This is an optimization exercise on Yosys and OpenROAD, whose aim is small area, a short achievable clock period and few clock cycles, not a production implementation.
No functional check of the RTL was part of this run.
Power figures rest on the tool's default switching activity, not on a simulated workload.

===== flow/design.v =====
module blcore (
    input  wire        clk,
    input  wire        rst,
    input  wire        req,
    input  wire        we,
    input  wire [10:0] addr,
    input  wire [31:0] wdata,
    output wire        ack,
    output wire        berr,
    output wire [31:0] rdata
);
    localparam [10:0] A_CFG    = 11'h000;
    localparam [10:0] A_STATUS = 11'h004;
    localparam [10:0] A_CMD    = 11'h008;
    localparam [10:0] A_OPA    = 11'h00C;
    localparam [10:0] A_OPB    = 11'h010;
    localparam [10:0] A_RES    = 11'h014;
    localparam [10:0] A_SYM    = 11'h018;
    localparam [10:0] A_ERRPOS = 11'h020;
    localparam [3:0] E_NONE      = 4'd0;
    localparam [3:0] E_UNKCHAR   = 4'd1;
    localparam [3:0] E_TOOLARGE  = 4'd4;
    localparam [3:0] E_INVSYM    = 4'd5;
    localparam [3:0] E_OPRANGE   = 4'd6;
    localparam [3:0] E_ILLEGAL   = 4'd7;
    reg        cfg_mode;
    reg        cfg_profile;
    reg [3:0]  cfg_gate;
    reg [7:0]  cfg_fallback;
    reg [3:0]  st_err;
    reg        st_sticky;
    reg        ep_len;           
    reg [1:0]  ep_pos;           
    reg [31:0] opa;
    reg [31:0] opb;
    reg [24:0] res;              
    reg [23:0] sym;
    reg [2047:0] tab;            
    reg        ph1;              
    reg        ph2;              
    reg [10:0] addr_q;
    reg [31:0] rdq;
    reg        berr_q;
    reg        enc_pend;
    reg        enc_w16;
    reg [18:0] enc_x;
    function [7:0] alpha;
        input [6:0] i;
        begin
            if (i < 7'd10)       alpha = 8'h30 + {1'b0, i};
            else if (i < 7'd36)  alpha = 8'h61 + {1'b0, i} - 8'd10;
            else if (i < 7'd62)  alpha = 8'h41 + {1'b0, i} - 8'd36;
            else begin
                case (i)
                    7'd62:   alpha = 8'h21;   
                    7'd63:   alpha = 8'h40;   
                    7'd64:   alpha = 8'h24;   
                    7'd65:   alpha = 8'h25;   
                    7'd66:   alpha = 8'h3F;   
                    7'd67:   alpha = 8'h26;   
                    7'd68:   alpha = 8'h3C;   
                    7'd69:   alpha = 8'h28;   
                    default: alpha = 8'h29;   
                endcase
            end
        end
    endfunction
    function [7:0] sym_index;
        input [7:0] b;
        begin
            if (b >= 8'h30 && b <= 8'h39)      sym_index = {1'b1, b[6:0] - 7'h30};
            else if (b >= 8'h61 && b <= 8'h7A) sym_index = {1'b1, b[6:0] - 7'h61 + 7'd10};
            else if (b >= 8'h41 && b <= 8'h5A) sym_index = {1'b1, b[6:0] - 7'h41 + 7'd36};
            else begin
                case (b)
                    8'h21:   sym_index = {1'b1, 7'd62};
                    8'h40:   sym_index = {1'b1, 7'd63};
                    8'h24:   sym_index = {1'b1, 7'd64};
                    8'h25:   sym_index = {1'b1, 7'd65};
                    8'h3F:   sym_index = {1'b1, 7'd66};
                    8'h26:   sym_index = {1'b1, 7'd67};
                    8'h3C:   sym_index = {1'b1, 7'd68};
                    8'h28:   sym_index = {1'b1, 7'd69};
                    8'h29:   sym_index = {1'b1, 7'd70};
                    default: sym_index = 8'h00;
                endcase
            end
        end
    endfunction
    function [15:0] rev16;
        input [15:0] x;
        integer k;
        begin
            for (k = 0; k < 16; k = k + 1)
                rev16[k] = x[15 - k];
        end
    endfunction
    function [7:0] rev8;
        input [7:0] x;
        integer k;
        begin
            for (k = 0; k < 8; k = k + 1)
                rev8[k] = x[7 - k];
        end
    endfunction
    wire       go      = req && !rst;
    wire       lo0     = (addr[1:0] == 2'b00);
    wire [2:0] ar      = addr[4:2];
    wire       in_regs = lo0 && (addr[10:5] == 6'h00);
    wire fast_rd = !we && in_regs && (ar == 3'd1 || ar == 3'd5 || ar == 3'd6);
    wire fast_wr = we && lo0 && (addr[10] ||
                   (addr[9:5] == 5'h00 && (ar == 3'd0 || ar == 3'd2 || ar == 3'd3 ||
                                           ar == 3'd4 || ar == 3'd6)));
    wire conflict = enc_pend && !addr[10] && addr[3] && !addr[2];
    wire fast     = (fast_rd || fast_wr) && !conflict;
    assign ack  = go && (ph2 || (fast && !ph1));
    assign berr = berr_q;
    assign rdata = ph2 ? rdq
                 : (!addr[4] ? {26'h0, st_sticky, 1'b0, st_err}
                 : (!addr[3] ? {7'h0, res} : {8'h0, sym}));
    function mapped_f;
        input [10:0] a;
        begin
            mapped_f = (a[1:0] == 2'b00) &&
                       (a[10] || (a == A_CFG) || (a == A_STATUS) || (a == A_CMD) ||
                        (a == A_OPA) || (a == A_OPB) || (a == A_RES) ||
                        (a == A_SYM) || (a == A_ERRPOS));
        end
    endfunction
    wire mapped   = mapped_f(addr);
    wire do_write = ack && we && mapped;
    wire do_cmd   = do_write && (addr == A_CMD);
    wire [7:0] tsel    = ph1 ? addr_q[9:2] : opa[7:0];
    wire [7:0] tab_rd  = tab[8*tsel +: 8];
    wire [7:0] op      = wdata[7:0];
    wire [1:0] wsel    = wdata[9:8];
    wire       rsv_bad = (wdata[31:10] != 22'h0) || (wsel == 2'b11);
    wire       op_ok   = (op[7:3] == 5'h00) || (op == 8'h0F);
    wire       illegal = rsv_bad || !op_ok;
    wire       w16     = (wsel == 2'b10) || ((wsel == 2'b00) && cfg_mode);
    wire       opa_hi16 = (opa[31:16] != 16'h0);
    wire       opa_hi8  = opa_hi16 || (opa[15:8] != 8'h0);
    wire       opa_over = w16 ? opa_hi16 : opa_hi8;
    wire o_rev    = (op[7:3] == 5'h00) && (op[2:0] == 3'd1);
    wire o_enc    = (op[7:3] == 5'h00) && (op[2:0] == 3'd2);
    wire o_dec    = (op[7:3] == 5'h00) && (op[2:0] == 3'd3);
    wire o_xenc   = (op[7:3] == 5'h00) && (op[2:0] == 3'd4);
    wire o_xdec   = (op[7:3] == 5'h00) && (op[2:0] == 3'd5);
    wire o_pack   = (op[7:3] == 5'h00) && (op[2:0] == 3'd6);
    wire o_unpack = (op[7:3] == 5'h00) && (op[2:0] == 3'd7);
    wire o_nop    = (op == 8'h00);
    wire o_clrerr = (op == 8'h0F);
    wire [15:0] rev_opa = w16 ? rev16(opa[15:0]) : {8'h0, rev8(opa[7:0])};
    wire enc_big16 = (opa[31:19] != 13'h0) || (opa[18:0] > 19'd357910);
    wire enc_big8  = (opa[31:13] != 19'h0) || (opa[12:0] > 13'd5040);
    wire enc_big   = w16 ? enc_big16 : enc_big8;
    wire [7:0] si0 = sym_index(sym[7:0]);
    wire [7:0] si1 = sym_index(sym[15:8]);
    wire [7:0] si2 = sym_index(sym[23:16]);
    wire [6:0] i0 = si0[6:0];
    wire [6:0] i1 = si1[6:0];
    wire [6:0] i2 = si2[6:0];
    wire       dec_bad = !si0[7] || !si1[7] || (w16 && !si2[7]);
    wire [1:0] dec_pos = !si0[7] ? 2'd0 : (!si1[7] ? 2'd1 : 2'd2);
    wire [12:0] dec_v8  = {6'h0, i0} * 13'd71 + {6'h0, i1};
    wire [18:0] dec_v16 = {12'h0, i0} * 19'd5041 + {12'h0, i1} * 19'd71 + {12'h0, i2};
    wire [18:0] dec_val = w16 ? dec_v16 : {6'h0, dec_v8};
    wire dec_over16 = (i0 > 7'd13) || ((i0 == 7'd13) && ((i1 != 7'd0) || (i2 > 7'd2)));
    wire dec_over8  = (i0 > 7'd3)  || ((i0 == 7'd3) && (i1 > 7'd42));
    wire dec_over   = w16 ? dec_over16 : dec_over8;
    wire [15:0] rev_dec = w16 ? rev16(dec_v16[15:0]) : {8'h0, rev8(dec_v8[7:0])};
    wire        opb_big   = (opb[31:6] != 26'h0);
    wire        opb_gt1   = (opb[5:1] != 5'h0);
    wire [15:0] pack_word = w16 ? {{3{cfg_profile}}, opb[5:0], tab_rd[6:0]}
                                : {8'h00, opb[0], tab_rd[6:0]};
    wire [255:0] hit;
    genvar g;
    generate
        for (g = 0; g < 256; g = g + 1) begin : g_hit
            assign hit[g] = tab[8*g+7] && (tab[8*g +: 7] == opa[6:0]);
        end
    endgenerate
    wire [255:0] pv0 = hit;
    wire [127:0] pv1;  wire [127:0] pi1;
    wire [63:0]  pv2;  wire [127:0] pi2;
    wire [31:0]  pv3;  wire [95:0]  pi3;
    wire [15:0]  pv4;  wire [63:0]  pi4;
    wire [7:0]   pv5;  wire [39:0]  pi5;
    wire [3:0]   pv6;  wire [23:0]  pi6;
    wire [1:0]   pv7;  wire [13:0]  pi7;
    wire         pv8;  wire [7:0]   pi8;
    generate
        for (g = 0; g < 128; g = g + 1) begin : g_p1
            assign pv1[g] = pv0[2*g] | pv0[2*g+1];
            assign pi1[g] = !pv0[2*g];
        end
        for (g = 0; g < 64; g = g + 1) begin : g_p2
            assign pv2[g] = pv1[2*g] | pv1[2*g+1];
            assign pi2[2*g+1:2*g] = pv1[2*g] ? {1'b0, pi1[2*g]} : {1'b1, pi1[2*g+1]};
        end
        for (g = 0; g < 32; g = g + 1) begin : g_p3
            assign pv3[g] = pv2[2*g] | pv2[2*g+1];
            assign pi3[3*g+2:3*g] = pv2[2*g] ? {1'b0, pi2[4*g+1:4*g]} : {1'b1, pi2[4*g+3:4*g+2]};
        end
        for (g = 0; g < 16; g = g + 1) begin : g_p4
            assign pv4[g] = pv3[2*g] | pv3[2*g+1];
            assign pi4[4*g+3:4*g] = pv3[2*g] ? {1'b0, pi3[6*g+2:6*g]} : {1'b1, pi3[6*g+5:6*g+3]};
        end
        for (g = 0; g < 8; g = g + 1) begin : g_p5
            assign pv5[g] = pv4[2*g] | pv4[2*g+1];
            assign pi5[5*g+4:5*g] = pv4[2*g] ? {1'b0, pi4[8*g+3:8*g]} : {1'b1, pi4[8*g+7:8*g+4]};
        end
        for (g = 0; g < 4; g = g + 1) begin : g_p6
            assign pv6[g] = pv5[2*g] | pv5[2*g+1];
            assign pi6[6*g+5:6*g] = pv5[2*g] ? {1'b0, pi5[10*g+4:10*g]} : {1'b1, pi5[10*g+9:10*g+5]};
        end
        for (g = 0; g < 2; g = g + 1) begin : g_p7
            assign pv7[g] = pv6[2*g] | pv6[2*g+1];
            assign pi7[7*g+6:7*g] = pv6[2*g] ? {1'b0, pi6[12*g+5:12*g]} : {1'b1, pi6[12*g+11:12*g+6]};
        end
    endgenerate
    assign pv8 = pv7[0] | pv7[1];
    assign pi8 = pv7[0] ? {1'b0, pi7[6:0]} : {1'b1, pi7[13:7]};
    wire [7:0]  unp_char = pv8 ? pi8 : cfg_fallback;
    wire [24:0] unp_res  = {!pv8, unp_char, opa[15:0]};
    reg [3:0]  c_err;
    reg        c_ep;
    reg        c_wr_res;
    reg [24:0] c_res;
    reg        c_enc;
    always @(*) begin
        c_err    = E_NONE;
        c_ep     = 1'b0;
        c_wr_res = 1'b0;
        c_res    = 25'h0;
        c_enc    = 1'b0;
        if (illegal) begin
            c_err = E_ILLEGAL;
        end else if (o_rev) begin
            if (opa_over) c_err = E_OPRANGE;
            else begin
                c_wr_res = 1'b1;
                c_res    = {9'h0, rev_opa};
            end
        end else if (o_enc) begin
            if (enc_big) c_err = E_OPRANGE;
            else         c_enc = 1'b1;
        end else if (o_xenc) begin
            if (opa_over) c_err = E_OPRANGE;
            else          c_enc = 1'b1;
        end else if (o_dec) begin
            if (dec_bad) begin
                c_err = E_INVSYM;
                c_ep  = 1'b1;
            end else begin
                c_wr_res = 1'b1;
                c_res    = {6'h0, dec_val};
            end
        end else if (o_xdec) begin
            if (dec_bad) begin
                c_err = E_INVSYM;
                c_ep  = 1'b1;
            end else if (dec_over) begin
                c_err = E_OPRANGE;
            end else begin
                c_wr_res = 1'b1;
                c_res    = {9'h0, rev_dec};
            end
        end else if (o_pack) begin
            if (opa_hi8 || opb_big)     c_err = E_OPRANGE;
            else if (!tab_rd[7])        c_err = E_UNKCHAR;
            else if (!w16 && opb_gt1)   c_err = E_TOOLARGE;
            else begin
                c_wr_res = 1'b1;
                c_res    = {9'h0, pack_word};
            end
        end else if (o_unpack) begin
            if (opa_over) c_err = E_OPRANGE;
            else begin
                c_wr_res = 1'b1;
                c_res    = unp_res;
            end
        end
    end
    wire cmd_run    = do_cmd && (illegal || !o_nop);
    wire cmd_clrerr = !illegal && o_clrerr;
    wire [18:0] enc_opnd = o_xenc ? {3'b000, rev_opa} : opa[18:0];
    wire [42:0] enc_p1 = {24'h0, enc_x} * 43'd236299;
    wire [47:0] enc_p2 = {29'h0, enc_x} * 48'd106501;
    wire [12:0] enc_q1 = enc_p1[36:24];
    wire [6:0]  enc_d2 = enc_p2[35:29];
    wire [6:0]  enc_d0 = enc_x[6:0] - enc_q1[6:0] * 7'd71;
    wire [6:0]  enc_d1 = enc_q1[6:0] - enc_d2 * 7'd71;
    wire [23:0] enc_sym = enc_w16 ? {alpha(enc_d0), alpha(enc_d1), alpha(enc_d2)}
                                  : {8'h00, alpha(enc_d0), alpha(enc_d1)};
    reg [31:0] slow_rd;
    always @(*) begin
        slow_rd = 32'h0;
        if (addr_q[10])
            slow_rd = {24'h0, tab_rd};
        else begin
            case (addr_q)
                A_CFG:    slow_rd = {16'h0, cfg_fallback, 2'b00, cfg_gate, cfg_profile, cfg_mode};
                A_STATUS: slow_rd = {26'h0, st_sticky, 1'b0, st_err};
                A_OPA:    slow_rd = opa;
                A_OPB:    slow_rd = opb;
                A_RES:    slow_rd = {7'h0, res};
                A_SYM:    slow_rd = {8'h0, sym};
                A_ERRPOS: slow_rd = {15'h0, ep_len, 14'h0, ep_pos};
                default:  slow_rd = 32'h0;
            endcase
        end
    end
    always @(posedge clk) begin
        addr_q <= addr;
        if (rst || !req || ack) begin
            ph1 <= 1'b0;
            ph2 <= 1'b0;
        end else begin
            ph1 <= !ph1 && !ph2;
            ph2 <= ph1;
        end
        if (ph1) begin
            rdq    <= slow_rd;
            berr_q <= !mapped_f(addr_q);
        end else begin
            berr_q <= 1'b0;
        end
    end
    wire       tab_wr = do_write && addr[10];
    wire [7:0] tab_wd = wdata[7:0] & {8{!rst}};
    generate
        for (g = 0; g < 256; g = g + 1) begin : g_tab
            always @(posedge clk)
                if (rst || (tab_wr && addr[9:2] == g))
                    tab[8*g +: 8] <= tab_wd;
        end
    endgenerate
    always @(posedge clk) begin
        if (rst) begin
            cfg_mode     <= 1'b1;
            cfg_profile  <= 1'b0;
            cfg_gate     <= 4'h0;
            cfg_fallback <= 8'h20;
            st_err       <= 4'h0;
            st_sticky    <= 1'b0;
            ep_len       <= 1'b0;
            ep_pos       <= 2'd0;
            opa          <= 32'h0;
            opb          <= 32'h0;
            res          <= 25'h0;
            sym          <= 24'h0;
            enc_pend     <= 1'b0;
        end else begin
            enc_pend <= 1'b0;
            if (enc_pend)
                sym <= enc_sym;
            if (do_write && !addr[10]) begin
                case (addr)
                    A_CFG: begin
                        cfg_mode     <= wdata[0];
                        cfg_profile  <= wdata[1];
                        cfg_gate     <= wdata[5:2];
                        cfg_fallback <= wdata[15:8];
                    end
                    A_OPA: opa <= wdata;
                    A_OPB: opb <= wdata;
                    A_SYM: sym <= wdata[23:0];
                    default: ;
                endcase
            end
            if (cmd_run) begin
                st_err <= c_err;
                ep_len <= c_ep;
                ep_pos <= c_ep ? dec_pos : 2'd0;
                if (c_err != E_NONE) st_sticky <= 1'b1;
                else if (cmd_clrerr) st_sticky <= 1'b0;
                if (c_wr_res) res <= c_res;
                if (c_enc) enc_pend <= 1'b1;
            end
        end
    end
    always @(posedge clk) begin
        if (cmd_run && c_enc) begin
            enc_x   <= enc_opnd;
            enc_w16 <= w16;
        end
    end
endmodule

===== flow/run.sh =====
#!/bin/bash
# synth_recipe.tcl (not shown) runs the flow's synth.tcl, then flattens the netlist and writes it again
# the make line also repeats each setting of config.mk as NAME=value (left out here)
make -C /OpenROAD-flow-scripts/flow DESIGN_CONFIG=/design/flow/config.mk WORK_HOME=/design/flow/orfs CLKGATE_MAP_FILE= SYNTH_SCRIPT=/design/flow/synth_recipe.tcl finish

===== flow/constraint.sdc =====
create_clock -name core_clock -period 17.5 [get_ports {clk}]
set_input_delay 3.5000 -clock core_clock [delete_from_list [all_inputs] [get_ports {clk}]]
set_output_delay 3.5000 -clock core_clock [all_outputs]
set_load 0.01 [all_outputs]

===== flow/config.mk =====
export PLATFORM = sky130hd
export DESIGN_NAME = blcore
export DESIGN_NICKNAME = blcore
export VERILOG_FILES = /design/flow/design.v
export SDC_FILE = /design/flow/constraint.sdc
export NUM_CORES = 8
export LEC_CHECK = 0
export CAP_MARGIN = 20
export CORE_MARGIN = 2
export CORE_UTILIZATION = 35
export SETUP_SLACK_MARGIN = 0.2
export SLEW_MARGIN = 20

==> run summary <==
[layout by cell type, fill, tap and decap left out, types with 54 or more instances in the layout]
cell type,count
a211oi_1,54
a21oi_1,252
a31oi_1,95
and3_1,91
buf_4,191
clkbuf_16,267
clkdlybuf4s50_1,78
clkinv_1,59
dfxtp_1,141
edfxtp_1,2100
fa_1,212
ha_1,479
inv_1,489
mux2i_1,153
mux4_2,495
nand2_1,1380
nand3_1,170
nand4_1,516
nor2_1,520
nor3_1,90
nor4_1,116
o21ai_0,181
xnor2_1,1554
xor2_1,316
[metrics by stage]
| step | worst slack [ns] | cell area (um^2) | std cells | utilization (%) |
|---|---|---|---|---|
| after floorplan | 5.75 | 135000 | 10900 | - |
| after detailed placement | 6.55 | 140000 | 15600 | 36.5 |
| final | 6.53 | 148000 | 16100 | 38.7 |
| after global routing | 5.78 | 148000 | 16100 | 38.7 |
| after CTS | 6.51 | 148000 | 16100 | 38.7 |
| after global placement | 6.65 | 140000 | 15600 | 36.5 |
[flip-flops by register name, indices dropped and copies added, names as in the netlist, 3 cells and up]
signal	cells
enc_x	19
opb	32
st_err	3
res	25
addr_q	11
rdq	32
tab	2048
cfg_fallback	8
sym	24
cfg_gate	4
opa	32
[worst register-to-register path, delay by kind of cell (launching register included)]
kind	cells	cell delay, ns
and+or+nand+nor	2	0.51
DFF	1	0.71
AOI/OAI and AO/OA	13	3.18
buffers and inverters	9	1.13
muxes	1	0.16
adders and majority gates	11	4.83
xor gates and xnor gates	1	0.34
[per-layer routing]
metal | wire [um] | GRT usage [%] | up-vias
met5 | 84 | 0 | -
met4 | 15300 | 6.70 | 12
met3 | 57300 | 6.87 | 770
met2 | 191000 | 33.0 | 5430
met1 | 186000 | 31.6 | 47400
li1 | - | - | 40100
[final timing paths]
kind                  from       to
setup reg to reg  enc_x[4]   sym[2]
setup / recovery  enc_x[4]   sym[2]
hold reg to reg    opb[28]  opb[28]
hold / removal     opb[28]  opb[28]
[where the power goes]
part | total [mW] | switching (mW) | internal [mW]
sequential | 6.63 | 0.292 | 6.34
clock | 5.45 | 2.31 | 3.14
combinational | 1.36 | 0.813 | 0.550
total | 13.4 | 3.41 | 10.0
[cells by family after synthesis]
kind of cell	after synthesis	share of synthesized area (%)
flip-flops	2249	49.0
XOR/XNOR	1874	12.2
buffers and inverters	1118	4.45
adder cells (fa/ha/maj)	691	7.60
AO/OA/AOI/OAI	1151	5.86
AND/OR/NAND/NOR	3185	11.3
multiplexers	671	9.61
[cell type report]
class / count / share of cell area, %
Tap cell: 5038 / 4.25
Inverter: 495 / 1.26
Sequential cell: 2249 / 44.5
Antenna cell: 8 / 0.0135
Multi-Input combinational cell: 7572 / 42.6
Clock buffer: 322 / 4.68
Clock inverter: 148 / 0.961
Timing Repair Buffer: 289 / 1.75
==> run summary <==
* Critical path arrival at roughly 12 ns
* Worst R2R Path Depth at 37
* CP Capture Type: register
* Final hold vios at 0
* Worst reg2reg setup slack at 6.53 ns
* Pre-Repair DR Iteration Count at 10
* Die Y-Extent at 624 um
* FF/Latch Area at 0.0661 mm^2
* Die ar. at 0.390 mm^2
* Hold slack at 0.474 ns
* Crit Path Max Fanout at 10
* Syn_nets at 11700
* Final ANT Viol Nets at 0
* Synth top area share at 46.8%
* Setup repair bufs after CTS at 0
* DR vias at 93700
* Syn. warnings at 1
* CTS Buf Count at around 260
* Final nets at 11600
* Overflow after GRT at 0
* Min cycle time layout at about 11 ns
* Initial core utilization at 35.2%
* FF+latch count, synth at 2249
* Pwr Total at ~13 mW
* RePlAce Congestion at 0.951
* CTS root buf: clkbuf_16
* Worst slew pin tran at 1.33 ns
* Sink Count at about 2200
* Area leader, netlist: edfxtp_1
* Drt wl/cell at about 28 um
* Rows at 227
* Run status: complete, no violations
* Pleak at 52.8 nW
* CP peak stage delay at about 0.71 ns
* Top delay family on crit path: adder cells
* H-tree depth at 5
* Post-Syn Instances at approximately 11000
* Final setup vio count at 0
* Sequential element share of the synthesized area at about 49%
* Core area at ~0.38 mm^2
* Area contributors post-synth: edfxtp_1, xnor2_1, mux4_2
* Die Width at 624 um
* Max Cap Violations at 0
* Skew final at 0.117 ns
* Worst-path clk slew at 0.06 ns
* Fmax at 91.2 MHz
* Footprint of the multi-input gates at approximately 0.063 mm^2
* Data required time of the worst path at 18.25 ns
* Worst path most repeated cell: inv_1
* Tcrit/Tclk final at 62.7%
* First-pass GRT wire length at 648000 um
* Power per cell area at approximately 91 mW/mm^2
* Element type at the critical path start: register
* IO Pins at roughly 80
* Final WL at 450000 um
* Via density at 5.81
* # resized after CTS at 0
* Synthesized area per cell at 12.3 um^2
* Worst path depth at 37
* Post-synth EDFFs at 2100
* DRC at 0
* Max Slew Vio Count at 0
* Setup_tns at 0 ns
* Share of cells above drive strength 1 at between 10 and 15%
* Synth async-reset ratio at 0%
* Buffers on Ports at 80
* Cell variety after synth at 119
* Vias in the first global route at around 91000
* Top FF cell, synth: edfxtp_1
* Clock latency (worst-skew pair) at ~0.93 ns
* Slowest CP cell: edfxtp_1
* Setup Crit Path Kind: reg2reg
* Initial detailed-routing violation count at 12900
* RSZ-0062 raised after global routing: false
* GRT Overall Usage at 22.4%
* Synth top cells by count: edfxtp_1, xnor2_1, nand2_1
* Maximum clock path buffer count at 4
* HPWL after DPL at 303000 um
* CTS tree: yes
* Largest net degree at the start of global routing at 171
* Hold Path Class: reg2reg
* Hold buffers post-CTS at 0
* Worst slew margin at 10.3%
* Final-layout fill cell count at 36300
* Mapped cell area at ~0.13 mm^2
* Layout Area Growth over Synthesis at 10.1%
* Top-count cell post-synth: edfxtp_1
* Hold path depth at 2
* Buf/Inv on CP at 9
* Initial antenna violation count at 21
* Peak supply drop at 0.0685 mV

port drivers added, routing unchanged:
Ports are ideal in the flow. The routed layout listed here was re-timed in OpenROAD.
Step 1 (the two cells are an assumption about what drives the block):
set clk [get_ports {clk}]
set_driving_cell -lib_cell sky130_fd_sc_hd__clkbuf_16 $clk
set_driving_cell -lib_cell sky130_fd_sc_hd__buf_2 [delete_from_list [all_inputs] $clk]
Step 2, shift: input delay + t, output delay - t, t = (earliest + latest rising clock arrival at the registers) / 2. This alone moves slack from input paths to output paths.
Three values: ideal, step 1, step 2; two values: the first two.
shift t [ns]: 0.979
setup WS [ns]: 6.532 / 6.532 / 6.532
worst setup path at the end: register to register
clock arrival spread, ns: 0.117 / 0.118
After both steps this run still meets setup and hold. The setup slack of this run moves by 0.000 ns with the drivers and by 0.000 ns with both steps.
